From an optimization exercise on the open Yosys and OpenROAD flow, aimed at small area, a short achievable clock period and few clock cycles; shortcuts taken in it are not production practice. Only simulation tests tie the RTL to the original design; equivalence was not proved.

==> design/flow/design.v <==
module pll_solver (
    input  wire        clk,
    input  wire        rst_n,
    input  wire        in_valid,
    output wire        in_ready,
    input  wire [31:0] in_t,
    output reg         out_valid,
    input  wire        out_ready,
    output reg         out_found,
    output reg  [7:0]  out_fb,
    output reg  [1:0]  out_refdiv,
    output reg  [2:0]  out_post1,
    output reg  [2:0]  out_post2,
    output reg         out_hf,
    output reg  [12:0] out_f_num,
    output reg  [6:0]  out_f_den,
    output reg  [87:0] out_frame
);
    localparam [1:0] S_IDLE = 2'd0,
                     S_RUN  = 2'd1,
                     S_DONE = 2'd2,
                     S_OUT  = 2'd3;
    reg [1:0]  state;
    reg [31:0] t;
    reg [1:0]  refdiv;
    reg [2:0]  post1;
    reg [2:0]  post2;
    reg        best_valid;
    reg [7:0]  best_fb;
    reg [1:0]  best_refdiv;
    reg [2:0]  best_post1;
    reg [2:0]  best_post2;
    reg [6:0]  best_m;
    reg [22:0] best_n;
    assign in_ready = (state == S_IDLE);
    wire [6:0]  m      = refdiv * post1 * post2;
    wire [38:0] tm     = t * m;
    wire [39:0] num    = {tm, 1'b0} + 40'd1638400;
    wire [22:0] q      = num[39:17] / 23'd25;
    wire        in_rng = (q >= 23'd160) && (q <= 23'd239);
    wire [7:0]  fb     = q[7:0];
    wire [38:0] fbs    = fb * 39'd1638400;
    wire [38:0] diff   = (tm >= fbs) ? (tm - fbs) : (fbs - tm);
    wire        below  = diff < {16'd0, m, 16'd0};           
    wire [22:0] n      = diff[22:0];
    wire [29:0] lhs    = n * best_m;                         
    wire [29:0] rhs    = best_n * m;
    wire        better = !best_valid || (lhs < rhs);
    wire        take   = in_rng && below && better;
    wire        last   = (refdiv == 2'd1) && (post1 == 3'd1) && (post2 == 3'd1);
    wire [12:0] vco_num  = best_fb * 13'd25;
    wire [12:0] vco_lim  = best_refdiv * 13'd2400;
    wire        hf       = vco_num >= vco_lim;
    wire [7:0]  mode     = hf ? 8'h50 : 8'h40;
    wire [7:0]  posts    = {1'b0, best_post1 - 3'd1, 1'b0, best_post2 - 3'd1};
    wire [63:0] body     = {8'h51, 8'h09, 8'h00, 8'h08, mode, best_fb,
                            6'd0, best_refdiv, posts};
    reg  [4:0]  crc;
    reg         crc_fb;
    integer     i;
    always @(*) begin
        crc = 5'h1f;
        for (i = 63; i >= 0; i = i - 1) begin
            crc_fb = crc[4] ^ body[i];
            crc    = {crc[3:0], 1'b0} ^ (crc_fb ? 5'h05 : 5'h00);
        end
    end
    always @(posedge clk) begin
        if (!rst_n) begin
            state     <= S_IDLE;
            out_valid <= 1'b0;
        end else begin
            case (state)
                S_IDLE: begin
                    if (in_valid) begin
                        t          <= in_t;
                        refdiv     <= 2'd2;
                        post1      <= 3'd7;
                        post2      <= 3'd7;
                        best_valid <= 1'b0;
                        state      <= S_RUN;
                    end
                end
                S_RUN: begin
                    if (take) begin
                        best_valid  <= 1'b1;
                        best_fb     <= fb;
                        best_refdiv <= refdiv;
                        best_post1  <= post1;
                        best_post2  <= post2;
                        best_m      <= m;
                        best_n      <= n;
                    end
                    if (last) begin
                        state <= S_DONE;
                    end else if (post2 != 3'd1) begin
                        post2 <= post2 - 3'd1;
                    end else if (post1 != 3'd1) begin
                        post1 <= post1 - 3'd1;
                        post2 <= post1 - 3'd1;
                    end else begin
                        refdiv <= 2'd1;
                        post1  <= 3'd7;
                        post2  <= 3'd7;
                    end
                end
                S_DONE: begin
                    out_valid  <= 1'b1;
                    out_found  <= best_valid;
                    out_fb     <= best_fb;
                    out_refdiv <= best_refdiv;
                    out_post1  <= best_post1;
                    out_post2  <= best_post2;
                    out_hf     <= hf;
                    out_f_num  <= vco_num;
                    out_f_den  <= best_m;
                    out_frame  <= {8'h55, 8'haa, body, 3'd0, crc};
                    state      <= S_OUT;
                end
                S_OUT: begin
                    if (out_ready) begin
                        out_valid <= 1'b0;
                        state     <= S_IDLE;
                    end
                end
            endcase
        end
    end
endmodule
==> design/flow/run.sh <==
#!/bin/bash
# synth_recipe.tcl (not shown) runs the flow's synth.tcl, then flattens the netlist and writes it again
# the make line also repeats each setting of config.mk as NAME=value (left out here)
make -C /OpenROAD-flow-scripts/flow DESIGN_CONFIG=/design/flow/config.mk WORK_HOME=/design/flow/orfs CLKGATE_MAP_FILE= SYNTH_SCRIPT=/design/flow/synth_recipe.tcl finish
==> design/flow/config.mk <==
export PLATFORM = sky130hd
export DESIGN_NAME = pll_solver
export DESIGN_NICKNAME = pll_solver
export VERILOG_FILES = /design/flow/design.v
export SDC_FILE = /design/flow/constraint.sdc
export NUM_CORES = 4
export LEC_CHECK = 0
export CAP_MARGIN = 20
export CORE_MARGIN = 2
export CORE_UTILIZATION = 40
export PLACE_DENSITY = 0.6
export SLEW_MARGIN = 20
==> design/flow/constraint.sdc <==
create_clock -name core_clock -period 38.0 [get_ports {clk}]
set_input_delay 7.6000 -clock core_clock [delete_from_list [all_inputs] [get_ports {clk}]]
set_output_delay 7.6000 -clock core_clock [all_outputs]
set_load 0.01 [all_outputs]
==> run summary <==
synth_stat cells, types with 11 or more instances:
master,number,area share [%]
a211o_1,16,0.44
inv_1,573,6.7
clkbuf_1,82,0.97
a21o_1,83,2.0
o21ai_1,25,0.39
nor2b_1,95,1.9
o2111ai_1,11,0.30
o21a_1,18,0.42
o21ai_0,99,1.6
nand3_1,58,0.91
and4_1,15,0.41
nand2_1,429,5.0
nand2b_1,31,0.61
o211a_1,11,0.35
nand4_1,33,0.65
mux2i_1,21,0.66
o21bai_1,22,0.52
buf_2,24,0.38
nor4_1,16,0.31
xnor2_1,161,4.4
fa_1,369,23
a31oi_1,25,0.49
and2_1,208,4.1
a21oi_1,162,2.5
ha_1,309,12
edfxtp_1,133,13
and3_1,22,0.43
a211oi_1,25,0.59
o211ai_1,22,0.52
or3_1,21,0.41
xor2_1,45,1.2
nor3_1,46,0.72
buf_4,82,1.9
nor2_1,124,1.5
o31ai_1,13,0.31
final cells by class:
type / instances / area, µm²
multi-input combinational: 2846 / 25300
fill: 7836 / 44200
tap: 1050 / 1310
clock buffer: 17 / 425
sequential: 136 / 4050
inverter: 577 / 2170
timing repair buffer: 148 / 1370
clock inverter: 15 / 173
stage by stage:
stage	TNS (ns)	util, %	hold WS, ns	std cells
2_1_floorplan	0	-	0.426	3754
3_3_place_gp	0	42.5	0.468	4739
3_5_place_dp	0	42.6	0.468	4739
4_1_cts	0	43.3	0.474	4771
5_1_grt	-0.666	44.1	0.476	4789
6_report	0	44.1	0.470	4789
repair_timing:
item | in CTS | in global routing
endpoints found under the setup margin | 0 | 47
setup buffers | 0 | 18
hold buffers | 0 | 0
hold endpoints to repair | 0 | 0
resized for setup | 0 | 82
routing by layer:
| layer | track usage [%] | vias up | wire [µm] |
|---|---|---|---|
| met5 | 0 | - | 0 |
| met4 | 5.92 | 0 | 1770 |
| met3 | 3.12 | 87 | 3620 |
| met2 | 35.2 | 541 | 39800 |
| met1 | 27.0 | 12600 | 37000 |
| li1 | - | 12300 | - |
worst reg2reg max path, delay by kind of cell (launching register included):
kind            cells  cell delay, ns
mux                 1            0.31
buf+inv            21            2.01
xor+xnor           10            2.08
simple gates       25            5.84
fa+ha+maj          24            9.66
flops               1            0.39
compound gates     68           15.12
layout by cell type, fill, tap and decap left out, types with 15 or more instances in the layout:
master,Yosys,layout
o211ai_1,22,22
and4_1,15,15
and3_1,22,20
nor2b_1,95,95
nor2_1,124,122
nor3_1,46,42
a21oi_1,162,158
a21o_1,83,83
o21bai_1,22,22
xor2_1,45,41
edfxtp_1,133,133
nand2b_1,31,31
buf_4,82,49
xnor2_2,1,15
or3_1,21,21
clkbuf_16,0,17
xnor2_1,161,145
o21ai_0,99,94
nor4_1,16,15
a31oi_1,25,24
nand4_1,33,33
fa_1,369,369
and2_1,208,207
a211o_1,16,16
conb_1,2,66
o21a_1,18,18
o21ai_1,25,26
ha_1,309,306
nand2_1,429,428
clkdlybuf4s50_1,0,97
a211oi_1,25,21
nand3_1,58,58
mux2i_1,21,19
inv_1,573,572
logic make-up after synthesis:
logic type / Yosys count / share of synthesized area (%)
fa+ha+maj: 686 / 35.5
flops: 136 / 12.7
mux: 28 / 0.914
compound gates: 700 / 16.0
xor+xnor: 212 / 6.05
buf+inv: 772 / 10.3
other cells: 2 / 0.0235
simple gates: 1154 / 18.5
flip-flops by register name, indices dropped and copies added (netlist names):
register,cells
t,32
best_n,23
out_frame,14
out_f_num,13
best_fb,8
best_m,7
out_f_den,7
out_fb,4
best_post1,3
best_post2,3
out_post1,3
out_post2,3
post1,3
post2,3
best_refdiv,2
refdiv,2
state,2
best_valid,1
out_found,1
out_refdiv,1
out_valid,1
worst min-delay path by stage:
stage / end / slack (ns)
final: best_post1[1] / 0.47
after global routing: best_post1[1] / 0.48
after CTS: best_post1[1] / 0.47
after detailed placement: best_post1[1] / 0.47
after global placement: best_post1[1] / 0.47
after floorplan: out_found / 0.43
==> out/results.ini <==
[clocking]
clockBufferDepth=2
cts_tree=built
path_clk_slew_ns=0.07
cts_buffers=17
clock_sinks=136
clkLatencyLatePin_ns=0.50
htreeDepth=4
cts-root-buf=clkbuf_16

[grt]
grt_pass1_wl_um=137000
antenna_found_initial=1
grt_overflow_total=0
grt_pass1_vias=26300
grt_max_degree=62
track_usage_pct=20.6

[die]
num_rows=103
initial_utilization_pct=40.4
coreArea_um2=79000
die_w_um=286
die_h_um=286
ioPinCount=164
dieArea_um2=82000

[yosys]
synth-seq-cells=136
synthArstFlopShare_pct=0
synth-main-ff-cell=edfxtp_1
synth_edf_count=133
synthCells=3690
ys_types=125
synthesis.area_um2=31900
yosysSeqAreaShare_pct=12.7
yosysWarnings=1
postSynthAreaPerCell_um2=8.64

[worst_setup_path]
rr_startpoint=refdiv[0]
cp.depth=149
worstSetupPathType=reg -> reg
path_max_fanout=32
startpoint_type=flip-flop
worst-path-buf-inv=21
slowest_stage=fa_1
startpoint=refdiv[0]
rr_endpoint=best_n[6]
crit_path_end=best_n[6]
cp.arrival_ns=35.90
reg2reg_depth=149
reg2reg_setup_slack_ns=2.28
critical_path_required_ns=38.17
crit_path_end_kind=flip-flop
slowest_delay_ns=0.56
path_delay_family=compound AO/OA/AOI/OAI gates

[sta]
period_minus_slack_ns=35.72
setup_viol=0
skew_ns=0.0251
hold_viol_final=0
finalMaxSlewViolations=0
slew_headroom_pct=31.8
setup_ws_ns=2.28
fin_crit_sh_pct=94.0
tightest_slew_ns=1.02
fmax_mhz=28.0

[layout]
antennaDiodeCount=0
drive_above_1_share_pct=6.53
area_growth_pct=9.13
nets=4440
design_area_um2=34800

[place]
placed_area_um2=33600
dp.final_hpwl_um=66300
place.gp.congestion=0.912
portBuffers=97
place_ws_ns=0.473

[routing]
drt-wirelength-per-cell_um=17.2
drc_errors=0
first_iter_violations=1517
viasPerCell=5.32
vias=25500
drt-total-wl_um=82200
dr.pass1.iters=6
postRouteAntennaNets=0

[min_path]
holdPathStages=0
hold_start=post1[1]
hp-class=reg -> reg

[outcome]
status=timing/DRC/antenna clean

[flow_run]
max_cap_violations=0

Testbench counts, summed over its fixed seeds: cycles 141,600.

afterwards: timing with drivers on the ports:
In the flow no input, the clock included, has a driving cell. The finished layout below was timed again as built, in two steps. Step 1 assumes that a clkbuf_16 drives the clock port and a buf_2 every other input. Step 2 adds t to the input delays and takes it off the output delays; t is the mean of the earliest and latest rising clock arrival at the registers after step 1. Input paths then give back, and output paths get back, about the clock's delay inside the block. Three values: ideal, step 1, step 2; two values: the first two.
t (ns): 0.548
setup WS [ns]: 2.276 / 2.276 / 2.276
worst hold slack (ns): 0.470 / 0.470 / 0.470
worst data-port slew with drivers (ns): 0.04
After both steps setup and hold are still met in this run. The setup slack of this run moves by 0.000 ns with the drivers and by 0.000 ns with both steps.
